This design comes from an exercise in tuning for small area, a short achievable clock period and few clock cycles on the open sky130 flow, not from production work.
At most, simulation tests tie the RTL to the original design; equivalence was not proved.
No activity file was given, so power comes from the tool's default toggle rates.

==> run M: inputs <==
Design barker_xcorr, start of the top module:
module barker_xcorr (
    input  wire               clk,
    input  wire               rst,           
    input  wire [3:0]         cfg_hdr,       
    input  wire [1:0]         cfg_mod,       
    input  wire [17:0]        cfg_trig,      
    input  wire [15:0]        cfg_hitcap,    
    input  wire               in_valid,
    output reg                in_ready,
    input  wire               in_last,
    input  wire signed [7:0]  in_re,
    input  wire signed [7:0]  in_im,
    output reg                hr_valid,
    output wire [16:0]        hr_idx,
    output reg  signed [17:0] hr_val,
    output reg                hi_valid,
    output wire [16:0]        hi_idx,
    output reg  signed [17:0] hi_val,
    output reg                done,
    output wire [15:0]        nhr,
    output wire [15:0]        nhi,
    output wire               hitovf,
    output reg                desync
);
Settings: LEC_CHECK=0, CAP_MARGIN=20, CORE_MARGIN=2, CORE_UTILIZATION=60, SLEW_MARGIN=20, SYNTH_HIERARCHICAL=1; clock period 22.0 ns.
standard.sh (not shown) runs the stock make flow with config.mk's settings and CLKGATE_MAP_FILE= SYNTH_SCRIPT=/design/flow/synth_recipe.tcl, a recipe that flattens the netlist after the stock synthesis.
==> flow/flow/run.sh <==
#!/bin/bash
# Standard ORFS layout (standard synthesis) with: port buffers of buf_2;
# a clock tree of larger clusters without dummy loads; repair_timing aiming
# for extra setup slack so that the achieved period is short.
set -euo pipefail
bash standard.sh SETUP_SLACK_MARGIN=16.5 'BUFFER_PORTS_ARGS=-buffer_cell sky130_fd_sc_hd__buf_2' \
  'CTS_ARGS=-sink_clustering_enable -repair_clock_nets -sink_clustering_size 20 -sink_clustering_max_diameter 150 -buf_list sky130_fd_sc_hd__clkbuf_16 -sink_buffer_max_cap_derate 1.0 -dont_use_dummy_load' \
  finish > standard_flow.log 2>&1
==> inputs of run F, as changes to run M <==
==> flow/flow/run.sh (replaced) <==
#!/bin/bash
# Standard ORFS layout (standard synthesis) with: port buffers of buf_2;
# a clock tree of larger clusters without dummy loads; repair_timing aiming
# for extra setup slack so that the achieved period is short.
set -euo pipefail
bash standard.sh SETUP_SLACK_MARGIN=16.5 'BUFFER_PORTS_ARGS=-buffer_cell sky130_fd_sc_hd__buf_2' \
  'CTS_ARGS=-sink_clustering_enable -repair_clock_nets -sink_clustering_size 25 -sink_clustering_max_diameter 150 -buf_list sky130_fd_sc_hd__clkbuf_16 -sink_buffer_max_cap_derate 1.0 -dont_use_dummy_load' \
  finish > standard_flow.log 2>&1
- CORE_UTILIZATION: 60 -> 70
==> comparison table <==
Clock Pin Slew Worst Setup and Hold Paths: run M 0.08 ns; run F 0.10 ns
Number of filler instances in the final layout: run M 2739; run F 1960
Length of routed met2 wiring: run M 18.4 mm; run F 18.4 mm
Power drawn by the clock network: run M 0.000412 W; run F 0.000371 W
Worst Max-Slew Pin Slew: run M 1.02 ns; run F 1.07 ns
Proportion of power drawn by flip-flops and latches: run M 33.5%; run F 34.0%
Total global routing track utilization: run M 22.0%; run F 24.7%
Switching power of the nets: run M 0.00102 W; run F 0.00101 W
Clock buffer count from CTS: run M 23; run F 19
Post-Place Cells: run M 2306; run F 2241
Die footprint: run M 0.0361 mm^2; run F 0.0310 mm^2
Global routing usage on met1: run M 29.9%; run F 33.3%
Internal power: run M 0.00167 W; run F 0.00164 W
Vias in the first global route: run M 12520; run F 12625
Buffers outside the clock class: run M 186; run F 187
Outcome: run M complete, no violations; run F complete, no violations
IR Drop Worst-Case VDD: run M 90.1 uV; run F 86.6 uV
Final critical-path share of the clock period: run M 24.7%; run F 24.7%
Total of clock buffers placed in the layout: run M 23; run F 19
Worst setup margin: run M 16.57 ns; run F 16.56 ns
Count of cells resized by post-cts repair: run M 13; run F 16
Routed length on met3: run M 1.11 mm; run F 1.24 mm
Clock tree skew after final layout: run M 0.0562 ns; run F 0.0413 ns
Final standard cell count with taps included and fillers excluded: run M 2343; run F 2275
Testbench counts of run M, summed over its fixed seeds: cycles 21,174.
Testbench counts of run F, summed over its fixed seeds: cycles 21,174.

==> v32 <==
barker_xcorr, a different RTL version from the one above (not shown whole).
Settings: LEC_CHECK=0, CAP_MARGIN=20, CORE_MARGIN=2, CORE_UTILIZATION=40, SLEW_MARGIN=20, SYNTH_HIERARCHICAL=1; clock period 22.0 ns.
==> flow/flow/run.sh <==
#!/bin/bash
# Standard ORFS layout (standard synthesis) with: port buffers of buf_2;
# a clock tree of clkbuf_16 without sink clustering or dummy loads;
# repair_timing aiming for extra setup slack so that the achieved period is short.
set -euo pipefail
bash standard.sh SETUP_SLACK_MARGIN=16.5 'BUFFER_PORTS_ARGS=-buffer_cell sky130_fd_sc_hd__buf_2' \
  'CTS_ARGS=-repair_clock_nets -buf_list sky130_fd_sc_hd__clkbuf_16 -dont_use_dummy_load' \
  finish > standard_flow.log 2>&1
==> inputs of v35, as changes to v32 <==
--- a/flow/design.v
+++ b/flow/design.v
@@ -865,13 +865,12 @@
     reg  [15:0] cnt_r, cnt_i;
     reg         room_r, room_i;    
     reg         ovf;
     reg  [16:0] idx;
     wire        capnz  = |cap_q;
-    wire        clr    = v3 & first3;
-    wire [15:0] base_r = clr ? 16'd0 : cnt_r;
-    wire [15:0] base_i = clr ? 16'd0 : cnt_i;
+    wire [15:0] base_r = first3 ? 16'd0 : cnt_r;
+    wire [15:0] base_i = first3 ? 16'd0 : cnt_i;
     wire [15:0] inc_r, inc_i;
     wire [16:0] inc_x;
     wire [16:0] cr_r, cr_i, cr_x;      
     assign inc_r[0] = !base_r[0];
     assign inc_i[0] = !base_i[0];
@@ -890,20 +889,18 @@
     wire lt_r   = first3 ? capnz : room_r;
     wire lt_i   = first3 ? capnz : room_i;
     wire rec_re = trig_re & lt_r;
     wire rec_im = trig_im & lt_i;
     wire drop   = (trig_re & !lt_r) | (trig_im & !lt_i);
-    wire [15:0] run_r = {cr_r[14:0], 1'b1};
-    wire [15:0] run_i = {cr_i[14:0], 1'b1};
-    wire [15:0] cnt_r_nx = base_r ^ (run_r & {16{v3 & rec_re}});
-    wire [15:0] cnt_i_nx = base_i ^ (run_i & {16{v3 & rec_im}});
+    wire [15:0] cnt_r_nx = rec_re ? inc_r : base_r;
+    wire [15:0] cnt_i_nx = rec_im ? inc_i : base_i;
     always @(posedge clk) begin
         hr_val <= cq_re;
         hi_val <= cq_im;
-        cnt_r <= cnt_r_nx;
-        cnt_i <= cnt_i_nx;
         if (v3) begin
+            cnt_r  <= cnt_r_nx;
+            cnt_i  <= cnt_i_nx;
             room_r <= rec_re ? (inc_r != cap_q) : lt_r;
             room_i <= rec_im ? (inc_i != cap_q) : lt_i;
         end
         idx    <= (v3 & first3) ? 17'd0 : inc_x;
         ovf    <= (ovf & !(v3 & first3)) | (v3 & drop);
==> flow/flow/run.sh (replaced) <==
#!/bin/bash
# Standard ORFS layout (standard synthesis) with: port buffers of buf_2;
# a clock tree of larger clusters without dummy loads; repair_timing aiming
# for extra setup slack so that the achieved period is short.
set -euo pipefail
bash standard.sh SETUP_SLACK_MARGIN=16.5 'BUFFER_PORTS_ARGS=-buffer_cell sky130_fd_sc_hd__buf_2' \
  'CTS_ARGS=-sink_clustering_enable -repair_clock_nets -sink_clustering_size 20 -sink_clustering_max_diameter 150 -buf_list sky130_fd_sc_hd__clkbuf_16 -sink_buffer_max_cap_derate 1.0 -dont_use_dummy_load' \
  finish > standard_flow.log 2>&1
==> summary of the runs <==
v32 went through all stages and came out clean. v35 finished with timing, DRC and antenna clean.
Core utilization: v35 is lower than v32 (2.5 points).
In v35 the power is lower than in v32, by about 5%.
Of v35 and v32, v32 has the higher non-clock buffer count (gap 16).
In flip-flop and latch count, v32 and v35 do not differ.
In critical path depth, v32 and v35 do not differ.
Between v35 and v32, the lower sequential share of layout area is in v32 (gap 2.8 points).
Sequential power: v32 is smaller than v35 (about 1%).
Testbench counts of v35, summed over its fixed seeds: cycles 21,174.
For v32, only the layout was checked, not whether the RTL still works.

-- what the ideal ports hide --
Ports are ideal in the flow. The routed layouts listed here were re-timed in OpenROAD. Step 1 assumes that a clkbuf_16 drives the clock port and a buf_2 every other input. Step 2, shift: input delay + t, output delay - t, t = (earliest + latest rising clock arrival at the registers) / 2. This alone moves slack from input paths to output paths. Three values: ideal, step 1, step 2; two values: the first two.
run | t (ns) | setup WS [ns] | worst setup path at the end | worst register clock-pin slew, ns
run M | 0.588 | 16.568 / 16.511 / 16.204 | input to register | 0.09 / 0.09
run F | 0.579 | 16.558 / 16.505 / 16.051 | input to register | 0.10 / 0.10
v32 | 0.669 | 16.507 / 16.448 / 16.194 | input to register | 0.09 / 0.09
v35 | 0.602 | 16.440 / 16.383 / 16.274 | input to register | 0.09 / 0.09
After both steps every run listed still meets setup and hold. For run F, which loses most, drivers alone change the setup slack by -0.053 ns; drivers and shift together by -0.507 ns.
